This design comes from an exercise in tuning for a short achievable clock period and few clock cycles on the open sky130 flow, not from production work. The RTL was checked by simulation tests, not by an equivalence proof against the original design. Power is estimated from default activity; no workload was simulated.

==> sierra: inputs <==
// dcpu16_core
module dcpu16_core (
    input  wire        clk,
    input  wire        rst,
    output reg         mem_req,
    output reg         mem_we,
    output reg  [15:0] mem_addr,
    output reg  [15:0] mem_wdata,
    input  wire        mem_ready,
    input  wire [15:0] mem_rdata,
    output wire        halted,
    output wire        fault,
    input  wire [3:0]  dbg_sel,
    output reg  [15:0] dbg_data
);
clock: 10.0 ns
lec_check: 0
cap_margin: 60
core_margin: 2
core_utilization: 50
place_density: 0.7
setup_slack_margin: 4.7
slew_margin: 80
run.sh (not shown) runs the stock make flow with config.mk's settings and CLKGATE_MAP_FILE= SYNTH_SCRIPT=/design/flow/synth_recipe.tcl, a recipe that flattens the netlist after the stock synthesis.
==> inputs of amber, as changes to sierra <==
- CAP_MARGIN: 60 -> 20
- PLACE_DENSITY: 0.7 -> unset
- SETUP_SLACK_MARGIN: 4.7 -> 4.5
- SLEW_MARGIN: 80 -> 20
==> summary.md <==
| Metric | Value |
|---|---|
| Status | `no timing/DRC/antenna violations` |
| Data arrival, critical path | `3750 ps` |
| Fillcell total | `27200` |
| # diodes | `27` |
| Psw | `25100 uW` |
| CP Buf/Inv Count | `3` |
| Worst slew pin tran | `1330 ps` |
That was amber.
==> summary.md <==
| Metric | Value |
|---|---|
| # H-tree levels | `4` |
| Post-Route M1 WL | `252000 um` |
| Data arrival, critical path | `3570 ps` |
| CP Buf/Inv Count | `7` |
| # diodes | `26` |
| Fillcell total | `22400` |
| Worst slew pin tran | `641 ps` |
| Status | `no timing/DRC/antenna violations` |
| Psw | `29400 uW` |
That was sierra.
Testbench counts of sierra, summed over its fixed seeds: cycles 89,710.
Testbench counts of amber, summed over its fixed seeds: cycles 89,710.

==> inputs of exp/lagoon <==
Another version of the RTL of dcpu16_core (not shown whole).
export LEC_CHECK = 0
export CAP_MARGIN = 20
export CORE_MARGIN = 2
export CORE_UTILIZATION = 65
export SETUP_SLACK_MARGIN = 4.5
export SLEW_MARGIN = 20
create_clock -name core_clock -period 10.0 [get_ports {clk}]
==> exp/nickel (differences from exp/lagoon) <==
--- a/flow/design.v
+++ b/flow/design.v
@@ -97,16 +97,17 @@
                X_EX  = 2'd3;   
     localparam R_SP = 4'd8, R_PC = 4'd9, R_EX = 4'd10;
     reg [15:0] gpr [0:7];
     reg [15:0] pc, sp, ex;
     reg        skip;
     reg [31:0] cycles;
     reg        halt_r, fault_r;
     reg [15:0] q0, q1, q2, q3, q4, q5;   
+    reg [5:0]  qp0, qp1, qp2, qp3, qp4, qp5;   
     reg [2:0]  qn;               
     reg [15:0] fa;               
     reg        fpend;            
     reg        ic_v   [0:31];
     reg [10:0] ic_tag [0:31];
     reg [15:0] ic_d   [0:31];
     reg        fl_any;           
     reg [15:0] fl_addr;          
@@ -133,16 +134,33 @@
     reg        x_wex, x_block;
     reg [31:0] pp0, pp1, pp2;
     reg [15:0] ma, mb;       
     reg        m_signed;
     integer i;
     function needs_nw(input [5:0] c);
         needs_nw = (c >= 6'h10 && c <= 6'h17) || c == 6'h1A || c == 6'h1E || c == 6'h1F;
     endfunction
+    function [5:0] pd(input [15:0] w);
+        reg [5:0] c;
+        reg [4:0] b, o;
+        reg basic, mv, amem;
+        begin
+            c = w[15:10]; b = w[9:5]; o = w[4:0];
+            basic = o != 5'd0;
+            mv    = basic && (o == 5'h01 || o == 5'h1E || o == 5'h1F);
+            amem  = (c >= 6'h08 && c <= 6'h1A) || c == 6'h1E;
+            pd[5] = w == 16'h7F81;
+            pd[4] = w == 16'h7C20;
+            pd[3] = needs_nw(c);
+            pd[2] = basic && needs_nw({1'b0, b});
+            pd[1] = (c >= 6'h08 && c <= 6'h0F) || c == 6'h18 || c == 6'h19 || c == 6'h1E;
+            pd[0] = basic && !mv && !amem && ((b >= 5'h08 && b <= 5'h0F) || b == 5'h19 || b == 5'h1E);
+        end
+    endfunction
     function ifcond(input [4:0] o, input [15:0] b, input [15:0] a);
         case (o)
             OP_IFB: ifcond = (b & a) != 16'd0;
             OP_IFC: ifcond = (b & a) == 16'd0;
             OP_IFE: ifcond = b == a;
             OP_IFN: ifcond = b != a;
             OP_IFG: ifcond = b > a;
             OP_IFA: ifcond = $signed(b) > $signed(a);
@@ -167,18 +185,18 @@
     wire [5:0] d_ac    = q0[15:10];
     wire       d_basic = d_o != 5'd0;
     wire       d_halt  = !d_basic && d_bc == 5'd0;
     wire       d_jsr   = !d_basic && d_bc == 5'd1;
     wire       d_legal = d_basic ? !(d_o == 5'h18 || d_o == 5'h19 || d_o == 5'h1C || d_o == 5'h1D)
                                  : d_jsr;
     wire       d_cond  = d_basic && d_o >= OP_IFB && d_o <= OP_IFU;
     wire       d_move  = d_basic && (d_o == OP_SET || d_o == OP_STI || d_o == OP_STD);
-    wire       d_na    = needs_nw(d_ac);
-    wire       d_nb    = d_basic && needs_nw({1'b0, d_bc});
+    wire       d_na    = qp0[3];
+    wire       d_nb    = qp0[2];
     wire [1:0] d_nt    = {d_na & d_nb, d_na ^ d_nb};
     wire [2:0] d_len   = {1'b0, d_na | d_nb, !(d_na ^ d_nb)};
     wire       d_avail = qn >= 3'd3 || (qn == 3'd2 && !(d_na && d_nb)) ||
                          (qn == 3'd1 && !d_na && !d_nb);
     wire [15:0] d_nwa  = q1;
     wire [15:0] d_nwb  = d_na ? q2 : q1;
     wire [15:0] pc_p1  = pc + 16'd1;
     wire [15:0] pc_p2  = pc + 16'd2;
@@ -242,51 +260,56 @@
                            d_o == OP_DIV || d_o == OP_DVI || d_o == OP_SHR || d_o == OP_ASR ||
                            d_o == OP_SHL || d_o == OP_ADX || d_o == OP_SBX;
     wire [7:0] d_wmask = ((d_wb_reg && !db_regn[3]) ? (8'd1 << db_regn[2:0]) : 8'd0)
                        | ((d_basic && (d_o == OP_STI || d_o == OP_STD)) ? 8'hC0 : 8'd0);
     wire       d_wex   = d_basic && ((d_ex_op) || (d_wb_reg && db_regn == R_EX));
     wire       d_block = !d_basic || d_cond ||
                          (d_wb_reg && (db_regn == R_SP || db_regn == R_PC));
     wire       d_early_br = d_basic && d_o == OP_SET && d_bc == 5'h1C && !da_mem;
-    wire       d_if_early = d_cond && !da_mem && !db_mem;
+    wire       d_if_early = d_cond && (d_ac <= 6'h07 || d_ac >= 6'h1F) &&
+                            (d_bc <= 5'h07 || d_bc == 5'h1F);
+    wire [15:0] ca = d_ac <= 6'h07 ? gpr[d_ac[2:0]] : d_ac == 6'h1F ? d_nwa :
+                     (d_ac[4:0] == 5'd0) ? 16'hFFFF : {11'd0, d_ac[4:0] - 5'd1};
+    wire [15:0] cb = d_bc <= 5'h07 ? gpr[d_bc[2:0]] : d_nwb;
     wire       d_jsr_early = d_jsr && !da_mem;
     wire       d_local = d_early_br || d_if_early || d_jsr_early;
-    wire       d_if_true = ifcond(d_o, db_val, da_val);
+    wire       d_if_true = ifcond(d_o, cb, ca);
     wire       d_mul   = d_basic && (d_o == OP_MUL || d_o == OP_MLI);
     wire       d_div   = d_basic && d_o >= OP_DIV && d_o <= OP_MDI;
     wire       d_bread = db_mem && !d_move && d_basic;
     wire       d_reads = da_mem || d_bread;
     wire [1:0] d_xs    = d_mul ? X_MUL : d_div ? X_DST : X_EX;
     wire       d_setpc = d_basic && d_o == OP_SET && d_bc == 5'h1C;
     wire       stopped  = halt_r || fault_r;
     wire       ex_go    = x_v && xs == X_EX && !(wb_v && (x_bmem || x_jsr));
     wire       x_free   = !x_v || ex_go;
     wire       r_wanta  = r_v && r_amem && !r_aiss;
     wire       r_wantb  = r_v && r_bread && !r_biss && !r_wanta;
     wire [15:0] r_addr  = r_wanta ? r_aaddr : r_baddr;
     wire       r_conf   = x_v && x_bmem && r_addr == x_baddr;    
-    wire       r_req    = (r_wanta || r_wantb) && !r_conf && !wb_v;
-    wire       r_acc    = r_req && mem_ready;
+    wire       r_req    = (r_wanta || r_wantb) && !wb_v;
+    wire       r_acc    = r_req && !r_conf && mem_ready;
     wire       r_done   = r_v && (!r_amem || r_aiss) && (!r_bread || r_biss);
     wire       r_redir  = r_done && r_setpc;                     
     wire       r_cond   = r_op >= OP_IFB && r_op <= OP_IFU && !r_jsr;
     wire       r_ifdone = r_done && r_cond;                      
     wire       r_xfer   = r_done && !r_setpc && !r_cond && x_free;
     wire [15:0] r_va_now = capa ? mem_rdata : r_va;
     wire [15:0] r_vb_now = capb ? mem_rdata : r_vb;
     wire       blocked  = (r_v && r_block) || (x_v && x_block);
     wire       hazard   = (x_v && ((d_rmask & x_wmask) != 8'd0 || (d_rex && x_wex))) ||
                           (r_v && ((d_rmask & r_wmask) != 8'd0 || (d_rex && r_wex)));
-    wire [15:0] xw_off  = x_baddr - pc;
-    wire [15:0] rw_off  = r_baddr - pc;
     wire [15:0] wb_off  = wb_addr - pc;
-    wire       xw_c     = xw_off[15:2] == 14'd0 && {1'b0, xw_off[1:0]} < d_len;
-    wire       rw_c     = rw_off[15:2] == 14'd0 && {1'b0, rw_off[1:0]} < d_len;
-    wire       wb_c     = wb_off[15:2] == 14'd0 && {1'b0, wb_off[1:0]} < d_len;
+    wire       xw_c     = x_baddr == pc || ((d_na || d_nb) && x_baddr == pc_p1) ||
+                          (d_na && d_nb && x_baddr == pc_p2);
+    wire       rw_c     = r_baddr == pc || ((d_na || d_nb) && r_baddr == pc_p1) ||
+                          (d_na && d_nb && r_baddr == pc_p2);
+    wire       wb_c     = wb_addr == pc || ((d_na || d_nb) && wb_addr == pc_p1) ||
+                          (d_na && d_nb && wb_addr == pc_p2);
     wire       pw_hit   = (x_v && x_bmem && xw_c) || (r_v && r_bmem && rw_c) || (wb_v && wb_c);
     wire [3:0] nq       = {1'b0, qn} + {3'd0, fpend};
     wire       wr_hit   = wb_v && wb_off[15:3] == 13'd0 && {1'b0, wb_off[2:0]} < nq;
     wire       pend_w   = (x_v && x_bmem) || (r_v && r_bmem);
     wire       jsr_wait = d_jsr_early && (wb_v || pend_w || r_v);
     wire       d_stop   = qn != 3'd0 && (d_halt || !d_legal);
     wire       to_x     = !d_reads && !r_v && x_free;
     wire       r_free   = !r_v || r_xfer;
@@ -294,24 +317,21 @@
     wire       dest_ok  = d_local || to_x || r_free;
     wire       dec_go   = !stopped && qn != 3'd0 && !d_halt && d_legal && d_avail &&
                           !blocked && !pw_hit &&
                           (skip || (!hazard && !jsr_wait && dest_ok));
     wire       dec_exec = dec_go && !skip;                        
     wire       dec_x    = dec_exec && !d_local && to_x;           
     wire       dec_r    = dec_exec && !d_local && !to_x;          
     wire       stop_go  = !stopped && d_stop && !r_v && !x_v && !wb_v;
-    wire       ef       = (q0 == 16'h7F81 || (q0 == 16'h7C20 && !pend_w)) &&
+    wire       ef       = (qp0[5] || (qp0[4] && !pend_w)) &&
                           qn >= 3'd2 && !skip && !stopped && !wb_v && !blocked &&
                           !pend_w && !r_wanta && !r_wantb;
-    wire       er_acode = (d_ac >= 6'h08 && d_ac <= 6'h0F) || d_ac == 6'h18 ||
-                          d_ac == 6'h19 || (d_ac == 6'h1E && qn >= 3'd2);
-    wire       er_bcode = d_basic && !d_move && !da_mem &&
-                          ((d_bc >= 5'h08 && d_bc <= 5'h0F) || d_bc == 5'h19 ||
-                           (d_bc == 5'h1E && qn >= (d_na ? 3'd3 : 3'd2)));
+    wire       er_acode = qp0[1] && (!d_na || qn >= 3'd2);
+    wire       er_bcode = qp0[0] && (!d_nb || qn >= (d_na ? 3'd3 : 3'd2));
     wire       er       = (er_acode || er_bcode) && d_avail && qn != 3'd0 && !skip && !stopped &&
                           !wb_v && !r_wanta && !r_wantb && !pend_w;
     wire [15:0] er_addr = er_acode ? (d_ac == 6'h1E ? q1 : d_ac[4] ? sp : gpr[d_ac[2:0]])
                                    : (d_bc == 5'h1E ? d_nwb : d_bc[4] ? sp : gpr[d_bc[2:0]]);
     wire        div_signed = x_op == OP_DVI || x_op == OP_MDI;
     wire        neg_b      = div_signed && vb[15];
     wire        neg_a      = div_signed && va[15];
     wire [15:0] div_num    = neg_b ? 16'd0 - vb : vb;
@@ -464,28 +484,46 @@
     wire [15:0] flush_to = ex_br ? ex_tgt : r_redir ? r_va_now : dec_br ? da_val :
                            dec_go ? d_pcn : pc;
     wire [2:0] qn_in = qn + {2'd0, fpend} + {2'd0, chit} + {2'd0, chit2};
     wire [15:0] qarr [0:8];
     assign qarr[0] = q0; assign qarr[1] = q1; assign qarr[2] = q2; assign qarr[3] = q3;
     assign qarr[4] = q4; assign qarr[5] = q5; assign qarr[6] = mem_rdata; assign qarr[7] = mem_rdata; assign qarr[8] = mem_rdata;
     wire [15:0] qc [0:8];
     wire [15:0] qnx [0:5];
+    wire [5:0]  qparr [0:8];
+    wire [5:0]  qpc [0:8];
+    wire [5:0]  qpnx [0:5];
+    wire [5:0]  pd_rd  = pd(mem_rdata);
+    wire [5:0]  pd_ic  = pd(ic_fa);
+    wire [5:0]  pd_ic1 = pd(ic_fa1);
+    assign qparr[0] = qp0; assign qparr[1] = qp1; assign qparr[2] = qp2; assign qparr[3] = qp3;
+    assign qparr[4] = qp4; assign qparr[5] = qp5; assign qparr[6] = pd_rd; assign qparr[7] = pd_rd; assign qparr[8] = pd_rd;
     genvar g;
     generate
         for (g = 0; g < 9; g = g + 1) begin : g_qc
             assign qc[g] = (g < qn) ? qarr[g] :
                            (fpend && g == qn) ? mem_rdata :
                            (g == qn + fpend) ? ic_fa : ic_fa1;
         end
         for (g = 0; g < 6; g = g + 1) begin : g_qnx
             assign qnx[g] = !dec_go ? qc[g] :
                             d_len == 3'd1 ? qc[g + 1] :
                             d_len == 3'd2 ? qc[g + 2] : qc[g + 3];
         end
+        for (g = 0; g < 9; g = g + 1) begin : g_qpc
+            assign qpc[g] = (g < qn) ? qparr[g] :
+                            (fpend && g == qn) ? pd_rd :
+                            (g == qn + fpend) ? pd_ic : pd_ic1;
+        end
+        for (g = 0; g < 6; g = g + 1) begin : g_qpnx
+            assign qpnx[g] = !dec_go ? qpc[g] :
+                             d_len == 3'd1 ? qpc[g + 1] :
+                             d_len == 3'd2 ? qpc[g + 2] : qpc[g + 3];
+        end
     endgenerate
     always @(posedge clk) begin
         if (rst) begin
             for (i = 0; i < 32; i = i + 1) ic_v[i] <= 1'b0;
         end else if (cw_v) begin
             ic_v[cw_addr[4:0]]   <= 1'b1;
             ic_tag[cw_addr[4:0]] <= cw_addr[15:5];
             ic_d[cw_addr[4:0]]   <= cw_data;
@@ -495,19 +533,22 @@
             ic_d[fl_addr[4:0]]   <= mem_rdata;
         end
     end
     always @(posedge clk) begin
         if (rst) begin
             fl_any <= 1'b0; fl_addr <= 16'd0;
             cw_v <= 1'b0; cw_addr <= 16'd0; cw_data <= 16'd0;
             q0 <= 16'd0; q1 <= 16'd0; q2 <= 16'd0; q3 <= 16'd0; q4 <= 16'd0; q5 <= 16'd0;
+            qp0 <= 6'd0; qp1 <= 6'd0; qp2 <= 6'd0; qp3 <= 6'd0; qp4 <= 6'd0; qp5 <= 6'd0;
             qn <= 3'd0; fa <= 16'd0; fpend <= 1'b0;
         end else begin
             q0 <= (flush && ef_hit) ? ic_tg : qnx[0];
+            qp0 <= (flush && ef_hit) ? pd(ic_tg) : qpnx[0];
+            qp1 <= qpnx[1]; qp2 <= qpnx[2]; qp3 <= qpnx[3]; qp4 <= qpnx[4]; qp5 <= qpnx[5];
             q1 <= qnx[1];
             q2 <= qnx[2];
             q3 <= qnx[3];
             q4 <= qnx[4];
             q5 <= qnx[5];
             fl_any  <= fetch_acc || ef_acc;
             cw_v    <= wr_acc;
             cw_addr <= wb_addr;
@@ -647,18 +688,18 @@
                     if (x_op == OP_STI || x_op == OP_STD) begin
                         gpr[6] <= ((x_breg_v && x_breg == 4'd6) ? va : gpr[6])
                                   + (x_op == OP_STI ? 16'd1 : 16'hFFFF);
                         gpr[7] <= ((x_breg_v && x_breg == 4'd7) ? va : gpr[7])
                                   + (x_op == OP_STI ? 16'd1 : 16'hFFFF);
                     end
                 end
             end
+            if (r_xfer || dec_x) x_v <= 1'b1;
             if (r_xfer) begin
-                x_v      <= 1'b1;
                 xs       <= (r_op == OP_MUL || r_op == OP_MLI) && !r_jsr ? X_MUL :
                             (r_op >= OP_DIV && r_op <= OP_MDI && !r_jsr) ? X_DST : X_EX;
                 x_op     <= r_op;
                 x_jsr    <= r_jsr;
                 x_bmem   <= r_bmem;
                 x_breg_v <= r_breg_v;
                 x_breg   <= r_breg;
                 x_baddr  <= r_baddr;
@@ -686,39 +727,38 @@
                     if (d_if_early && !d_if_true) skip <= 1'b1;
                     if (d_jsr_early) begin
                         wb_v    <= 1'b1;
                         wb_addr <= sp_m1;
                         wb_data <= d_pcn;
                     end
                 end
             end
-            if (dec_x) begin
-                x_v      <= 1'b1;
+            if (x_free && !r_xfer) begin
                 xs       <= d_xs;
                 x_op     <= d_o;
                 x_jsr    <= !d_basic;
                 x_bmem   <= d_wb_bmem;
                 x_breg_v <= d_wb_reg;
                 x_breg   <= db_regn;
                 x_baddr  <= db_addr;
                 va       <= da_val;
                 vb       <= db_val;
-                if (d_mul) begin
+                if (d_mul && dec_x) begin
                     ma       <= da_val;
                     mb       <= db_val;
                     m_signed <= d_o == OP_MLI;
                 end
                 x_pcn    <= d_pcn;
                 x_wmask  <= d_wmask;
                 x_wex    <= d_wex;
                 x_block  <= d_block;
             end
-            if (dec_r) begin
-                r_v      <= 1'b1;
+            if (dec_r) r_v <= 1'b1;
+            if (!r_v || r_xfer || r_redir || r_ifdone) begin
                 r_op     <= d_o;
                 r_jsr    <= !d_basic;
                 r_amem   <= da_mem;
                 r_bread  <= d_bread;
                 r_bmem   <= d_wb_bmem;
                 r_breg_v <= d_wb_reg;
                 r_breg   <= db_regn;
                 r_setpc  <= d_setpc && da_mem;
CORE_UTILIZATION = 50   (was 65)
==> notes <==
- exp/nickel completed with no timing, DRC or antenna violations. exp/lagoon ended with an error in global routing (5_1_grt), error GRT-0116.
- Against exp/lagoon, the synthesized cell count of exp/nickel is larger by about 6%.
- Between exp/lagoon and exp/nickel, the lower area after synthesis is in exp/lagoon (gap 3.6%, measured against exp/nickel).
==> figures <==
quantity	exp/nickel	exp/lagoon
Place WS	2.89 ns	2.09 ns
Clock tree sinks	1891	1855
CTS max path bufs	4	3
Setup fix buffers added after clock tree synthesis	163	170
Number of cells upsized or downsized after cts	617	728
Cell area after technology mapping	153000 um2	147000 um2
Share of Yosys cell area claimed by the top area cell type	19.5%	20.2%
Sequential cell area fraction in the yosys report	31.2%	31.9%
Post-synthesis compound-gate area fraction	18.4%	18.1%
Detail Placement HPWL	473000 um	525000 um
Distinct cell type count after synthesis	118	101
Result of the run	no timing/DRC/antenna violations	stopped before the end
Last stage reached	-	global routing (5_1_grt)
Share of synthesized area spent on multiplexers	16.8%	17.1%
Die W	557 um	480 um
Placed inst area	158000 um2	152000 um2
Mean Syn Cell Area	9.39 um2	9.57 um2
Synthesis-stage register bit count	1891	1855
Testbench counts of exp/lagoon, summed over its fixed seeds: cycles 88,844.
Testbench counts of exp/nickel, summed over its fixed seeds: cycles 89,101.

port drivers added, routing unchanged:
No port has a modelled driver above. Below, the same layouts with a new extraction and two added sets of constraints.
Step 1 (the two cells are an assumption about what drives the block):
set clk [get_ports {clk}]
set_driving_cell -lib_cell sky130_fd_sc_hd__clkbuf_16 $clk
set_driving_cell -lib_cell sky130_fd_sc_hd__buf_2 [delete_from_list [all_inputs] $clk]
Step 2 adds t to the input delays and takes it off the output delays; t is the mean of the earliest and latest rising clock arrival at the registers after step 1. Input paths then give back, and output paths get back, about the clock's delay inside the block.
Three values: no drivers, after step 1, after step 2; two values: the first two.
| run | t, ns | slack for setup (ns) | worst hold slack (ns) | worst setup path at the end |
|---|---|---|---|---|
| sierra | 1.097 | 4.425 / 4.328 / 4.062 | 0.451 / 0.451 / 0.451 | input to register |
| amber | 1.054 | 4.253 / 4.146 / 3.771 | 0.453 / 0.453 / 0.453 | input to register |
| exp/nickel | 1.018 | 3.936 / 3.832 / 3.468 | 0.451 / 0.451 / 0.451 | input to register |
After both steps setup and hold are still met in every run listed. The setup slack of amber, which loses most, moves by -0.107 ns with the drivers and by -0.482 ns with both steps.
